Context: an optimization exercise on an open-source flow, tuned for small area, a short achievable clock period and few clock cycles per item. The choices shown serve that exercise and are no tape-out recipe. No functional check of the RTL was part of any run shown here.

==> flow/design.v, too long to show whole: its modules and the start of the top module <==
// module dmr_fec: 1990 lines
module dmr_fec (
    input  wire         clk,
    input  wire         rst,         
    input  wire         start,
    input  wire [1:0]   op,
    input  wire [195:0] din,
    output wire         ready,
    output reg          done,
    output reg  [195:0] dout,
    output reg          corr,
    output reg          fail,
    output reg  [7:0]   ncorr
);
  // ...
==> flow/flow/run.sh <==
#!/bin/bash
# Standard ORFS layout at the design's clock and constraints, with:
#  - repair_timing asked to leave a setup margin (shorter critical paths),
#  - plain buf_2 cells as the port buffers,
#  - no dummy loads in the clock tree.
bash standard.sh SETUP_SLACK_MARGIN=38.5 \
  BUFFER_PORTS_ARGS="-buffer_cell sky130_fd_sc_hd__buf_2" \
  CTS_ARGS="-sink_clustering_enable -repair_clock_nets -dont_use_dummy_load" \
  finish > standard.log 2>&1
==> flow/standard.sh <==
#!/bin/bash
# synth_recipe.tcl (not shown) runs the flow's synth.tcl, then flattens the netlist and writes it again
# the make line also repeats each setting of config.mk as NAME=value (left out here)
make -C /OpenROAD-flow-scripts/flow DESIGN_CONFIG=/design/flow/config.mk WORK_HOME=/design/flow/orfs CLKGATE_MAP_FILE= SYNTH_SCRIPT=/design/flow/synth_recipe.tcl "${@:-finish}"
==> flow/config.mk <==
export PLATFORM = sky130hd
export DESIGN_NAME = dmr_fec
export DESIGN_NICKNAME = dmr_fec
export VERILOG_FILES = /design/flow/design.v
export SDC_FILE = /design/flow/constraint.sdc
export NUM_CORES = 8
export LEC_CHECK = 0
export CAP_MARGIN = 30
export CORE_MARGIN = 2
export CORE_UTILIZATION = 35
export PLACE_DENSITY = 0.55
export SLEW_MARGIN = 20
==> flow/constraint.sdc <==
create_clock -name core_clock -period 50.0 [get_ports {clk}]
set_input_delay 10.0000 -clock core_clock [delete_from_list [all_inputs] [get_ports {clk}]]
set_output_delay 10.0000 -clock core_clock [all_outputs]
set_load 0.01 [all_outputs]
==> reports/results.ini, run 1 <==
[cts]
post_cts_buffers=164
htree_levels=3
cts_buffer_depth=3

[sta]
setup-violations-final=0
slew_headroom_pct=13.4

[route]
routed.top_layer=met5
drtAntennaViolNets=0
drtPass1Iterations=9

[yosys]
synthSimpleGateAreaFrac_pct=14.2
yosysTopAreaCell=dfxtp_1
synth_top_area_share_pct=15.8
syn_inst=5517
syn_nets=6191

[place]
port_buffers=408
place.gp.congestion=1.18

[critical_path]
crit_buf_inv=9

[status]
status=no timing/DRC/antenna violations

[job]
drv_cap=0

[layout]
multi_input_area_um2=43200
num-multi-input-gates=4373
syn_to_final_growth_pct=27.0
layout_common_cells=xnor2_1 (529), buf_4 (508), buf_2 (415)
layout_commonest_cell=xnor2_1

[die]
rows=147

==> inputs of run 2 (changes only) <==
--- a/flow/design.v
+++ b/flow/design.v
@@ -14,16 +14,17 @@
     reg         v;           
     reg [1:0]   rop;
     reg [195:0] rin;
     reg         iter;        
     reg [2:0]   npass;       
     reg [195:0] w0;          
     reg [7:0]   ncnt;        
     reg [29:0]  cq;          
+    reg         oscq;        
     reg         rdy;         
     assign ready = rdy;
     wire [195:0] din_m;
     assign din_m[0] = op[1] ? din[0] : (op[0] ? din[0] : 1'b0);
     assign din_m[1] = op[1] ? din[0] : (op[0] ? din[181] : 1'b0);
     assign din_m[2] = op[1] ? (op[0] ? din[8] : din[1]) : (op[0] ? din[166] : 1'b0);
     assign din_m[3] = op[1] ? (op[0] ? din[16] : din[2]) : (op[0] ? din[151] : 1'b0);
     assign din_m[4] = op[1] ? (op[0] ? din[24] : din[3]) : (op[0] ? din[136] : din[0]);
@@ -946,18 +947,18 @@
     wire c9_13 = (cs13 == 4'h9);
     wire cB_13 = (cs13 == 4'hB);
     wire ocol13 = (cfl13 | (cs13 == 4'h0)) ? (cq[27:26] == 2'b00) : (c9_13 ? cq[26] : cq[27]);
     wire c9_14 = (cs14 == 4'h9);
     wire cB_14 = (cs14 == 4'hB);
     wire ocol14 = (cfl14 | (cs14 == 4'h0)) ? (cq[29:28] == 2'b00) : (c9_14 ? cq[28] : cq[29]);
     wire [29:0] cq_n = {cB_14, c9_14, cB_13, c9_13, cB_12, c9_12, cB_11, c9_11, cB_10, c9_10, cB_9, c9_9, cB_8, c9_8, cB_7, c9_7, cB_6, c9_6, cB_5, c9_5, cB_4, c9_4, cB_3, c9_3, cB_2, c9_2, cB_1, c9_1, cB_0, c9_0};
     wire osc = iter && rows_nz && osc_rows && ocol0 && ocol1 && ocol2 && ocol3 && ocol4 && ocol5 && ocol6 && ocol7 && ocol8 && ocol9 && ocol10 && ocol11 && ocol12 && ocol13 && ocol14;
-    wire consistent = !rows_nz && !cols_left;
-    wire fin = !rows_nz || osc || (iter && npass == 3'd4);
+    wire consistent = !rows_nz && !cols_left && !oscq;
+    wire fin = !rows_nz || oscq || (iter && npass == 3'd4);
     wire [195:0] mg = {196{iter}} & w0;
     wire [195:0] mx = mg ^ rf;
     wire [195:0] pc_in = mx ^ cf;       
     wire [7:0] ncg = {8{iter}} & ncnt;
     wire rfl0 = |rsd0;
     wire rhit0 = (rf[1] & mg[1]) | (rf[2] & mg[2]) | (rf[3] & mg[3]) | (rf[4] & mg[4]) | (rf[5] & mg[5]) | (rf[6] & mg[6]) | (rf[7] & mg[7]) | (rf[8] & mg[8]) | (rf[9] & mg[9]) | (rf[10] & mg[10]) | (rf[11] & mg[11]) | (rf[12] & mg[12]) | (rf[13] & mg[13]) | (rf[14] & mg[14]) | (rf[15] & mg[15]);
     wire rfl1 = |rsd1;
     wire rhit1 = (rf[16] & mg[16]) | (rf[17] & mg[17]) | (rf[18] & mg[18]) | (rf[19] & mg[19]) | (rf[20] & mg[20]) | (rf[21] & mg[21]) | (rf[22] & mg[22]) | (rf[23] & mg[23]) | (rf[24] & mg[24]) | (rf[25] & mg[25]) | (rf[26] & mg[26]) | (rf[27] & mg[27]) | (rf[28] & mg[28]) | (rf[29] & mg[29]) | (rf[30] & mg[30]);
@@ -1962,16 +1963,17 @@
     assign dout_n[194] = (s_mat & u1_out[170]);
     assign dout_n[195] = (s_mat & u1_out[183]);
     wire v_n    = !rst && (ready ? start : v);
     wire iter_n = !rst && dec_act && !fin;
     always @(posedge clk) begin
         w0    <= pc_in;
         ncnt  <= ndiff;
         cq    <= cq_n;
+        oscq  <= !rst && osc && !fin;
         dout  <= dout_n;
         npass <= iter ? npass + 3'd1 : 3'd1;
         if (dec_act) begin
             fail  <= !consistent;
             corr  <= consistent && (ndiff != 8'd0);
             ncorr <= consistent ? ndiff : 8'd0;
         end else begin
             fail  <= (rop == 2'd3) && e_fail;
==> run 2 against run 1 <==
  * Critical path depth is 7 lower
  * Clock skew is 0.0054 ns higher
  * Non-clock buffer count is 126 lower
  * Via count is 7.2% lower
  * Still clean
  * Worst setup slack better by 0.23 ns
  * Area after synthesis is 2.9% lower
  * Synthesized cell count is 3.5% lower
  * Utilization is 1.1 points lower
  * Fmax is 1.9% higher
==> reports/results.ini, run 2 <==
[yosys]
ys_seq_elements=645
syn_nets=6002  ; -3.1%
synthArstFlopShare_pct=0
synth_top_area_share_pct=16.3  ; +0.51 points
yosysTopAreaCell=dfxtp_1
syn_avg_cell_area_um2=10.3
synth_cell_types=113
yosysMostFrequentCell=xnor2_1
synth-main-ff-cell=dfxtp_1
synthTopCellsByCount=xnor2_1 (648), dfxtp_1 (447), nor2_1 (368)
yosys-top-cells-area=dfxtp_1 (16%), edfxtp_1 (11%), xnor2_1 (10%)
yosysSeqAreaShare_pct=27.1
synth_edf_count=198
syn_area_um2=55000
syn_inst=5323  ; -3.5%
ys_warn_count=1

[sta]
drv_slew=0
hold_viol_final=0
tns_ns=0
hold_ws_ns=0.419
setup_slack_ns=38.26
period_minus_slack_ns=11.74
max_freq_mhz=85.2
fin_skew_ns=0.0833
setup-violations-final=0  ; unchanged
slew_headroom_pct=14.9  ; +1.5 points
finalCritPeriodShare_pct=23.5
rsz0062_at_grt=true
worst_pin_slew_ns=1.27

[die]
initial_core_util_pct=35.2
num_io_pins=409
dieWidth_um=400
core_um2=156000
die_h_um=400
dieArea_um2=160000
rows=145  ; -1.4%

[layout]
layout.cells.non_filler=8189
final_net_count=6782
layout_common_cells=xnor2_1 (572), buf_4 (418), buf_2 (414)
fillers=15271
drive_gt1_share_pct=28.7
final_core_util_pct=43.7
syn_to_final_growth_pct=24.2
reg_top3=dout x196, rin x196, w0 x195
layout_commonest_cell=xnor2_1

[cts]
cts_buffer_depth=3  ; unchanged
clockRootBuffer=clkbuf_16
numCtsBuffers=85
clkTransAtPathRegs_ns=0.06
cts.sinks=645
cts_hold_buf=0
clk_latency_ns=0.73
cts_tree=yes
htree_levels=3  ; unchanged

[place]
place.gp.congestion=1.10  ; -6.4%
port_buffers=408  ; unchanged
dp_slack_ns=35.48
hpwl_mm=339
dp_cells=7880

[route]
drtAntennaViolNets=0  ; unchanged
routed_wl_mm=410
wl_per_cell_um=50.0
drtPass1Iterations=5  ; -4
drt_iter0_drc=7259
viasPerCell=6.29
vias=51518
route.detailed.drc=0

[grt]
antenna_found_initial=78
grt_overflow=0
grt_first_pass_wirelength_mm=509
grt_max_degree=82
grt_usage_pct=49.3
grt_pass1_vias=47910

[status]
status=no timing/DRC/antenna violations

[job]
drv_cap=0  ; unchanged

[critical_path]
cp.arrival_ns=12.23
cp-start-kind=flop
path_common_cell=buf_4
crit_slowest_cell=o221ai_1
cp_slowest_stage_delay_ns=0.91
cp.required_ns=50.49
path_class=flop to flop
cp_max_fo=47
crit_path_end_kind=flop

[hold_path]
hold_path_class=flop to flop

[run 2: changes by cell type after synthesis, sizes merged, moves of 14 or more]
cell and delta:
nor2 -86, o2111ai +34, a221o -23, o21ai -38
nand3 +29, o22ai -18, nand2 +20, xor2 -18
a21oi -51, buf -14, nand4 +16
[run 2: area by class of cell]
class,instances,area [µm²],area share [%]
flip-flops and latches,645,15000,21.9
inverters,278,1130,1.65
clock buffers,85,2130,3.11
repair inverters,1,11.3,0.0165
multi-input cells,4190,40900,59.9
diodes,30,75.1,0.110
well taps,2058,2570,3.77
repair buffers,902,6520,9.55
[run 2: logic make-up after synthesis]
| group | share of synthesized area [%] |
|---|---|
| adder cells (fa/ha/maj) | 12.6 |
| multiplexers | 9.72 |
| buffers and inverters | 3.92 |
| AND/OR/NAND/NOR | 14.4 |
| flip-flops | 27.1 |
| AO/OA/AOI/OAI | 7.08 |
| XOR/XNOR | 25.2 |
[run 2: worst max-delay path: cells and delay by family (launching register included)]
kind / cells / cell delay, ns
simple gates: 6 / 1.93
flops: 1 / 0.43
buf+inv: 5 / 1.38
fa+ha+maj: 1 / 0.34
compound gates: 5 / 2.53
xor+xnor: 9 / 3.87
mux: 2 / 0.91
[run 2: layer usage]
layer / global-route usage (%) / part of all wire (%) / vias up
met2: 70.9 / 41 / 3827
met1: 59.0 / 37 / 26267
met4: 42.9 / 11 / 32
met3: 16.4 / 12 / 1179
li1: - / - / 20213
met5: 0 / 0.056 / -
[run 2: worst paths after layout]
check        endpoint  cells after the start  slack, ns  startpoint
max reg2reg  dout[93]                     28      38.26      rin[3]
min          npass[0]                      1       0.42    npass[0]
min reg2reg  npass[0]                      1       0.42    npass[0]
max          dout[93]                     28      38.26      rin[3]
[run 2: timing repair]
action,CTS,global route
cloned,7,3
endpoints found under the hold margin,0,0
gates resized for setup,345,192
buffers inserted,84,95
setup endpoints to repair,288,104
pin swaps,46,71
[run 2: per-stage QoR]
| stage | instance area (µm²) |
|---|---|
| 5_1_grt | 68200 |
| 6_report | 68300 |
| 3_5_place_dp | 61600 |
| 4_1_cts | 66400 |
| 2_1_floorplan | 55000 |
| 3_3_place_gp | 61200 |

==> afterwards: timing with drivers on the ports <==
In the flow no input, the clock included, has a driving cell. The finished layouts below were timed again as built, in two steps.
Step 1 (the two cells are an assumption about what drives the block):
set clk [get_ports {clk}]
set_driving_cell -lib_cell sky130_fd_sc_hd__clkbuf_16 $clk
set_driving_cell -lib_cell sky130_fd_sc_hd__buf_2 [delete_from_list [all_inputs] $clk]
Step 2 also shifts input and output timing later by t, the mid clock arrival at the registers, as if the neighbouring blocks saw the same clock.
Three values: ideal, step 1, step 2; two values: the first two.
| run | t, ns | setup WS [ns] | latest minus earliest clock arrival (ns) | pins driven straight from the clock port |
|---|---|---|---|---|
| run 1 | 0.827 | 38.031 / 38.031 / 37.730 | 0.078 / 0.078 | 1 |
| run 2 | 0.782 | 38.258 / 38.258 / 37.655 | 0.083 / 0.083 | 1 |
After both steps every run listed still meets setup and hold. For run 2, which loses most, drivers alone change the setup slack by 0.000 ns; drivers and shift together by -0.603 ns.
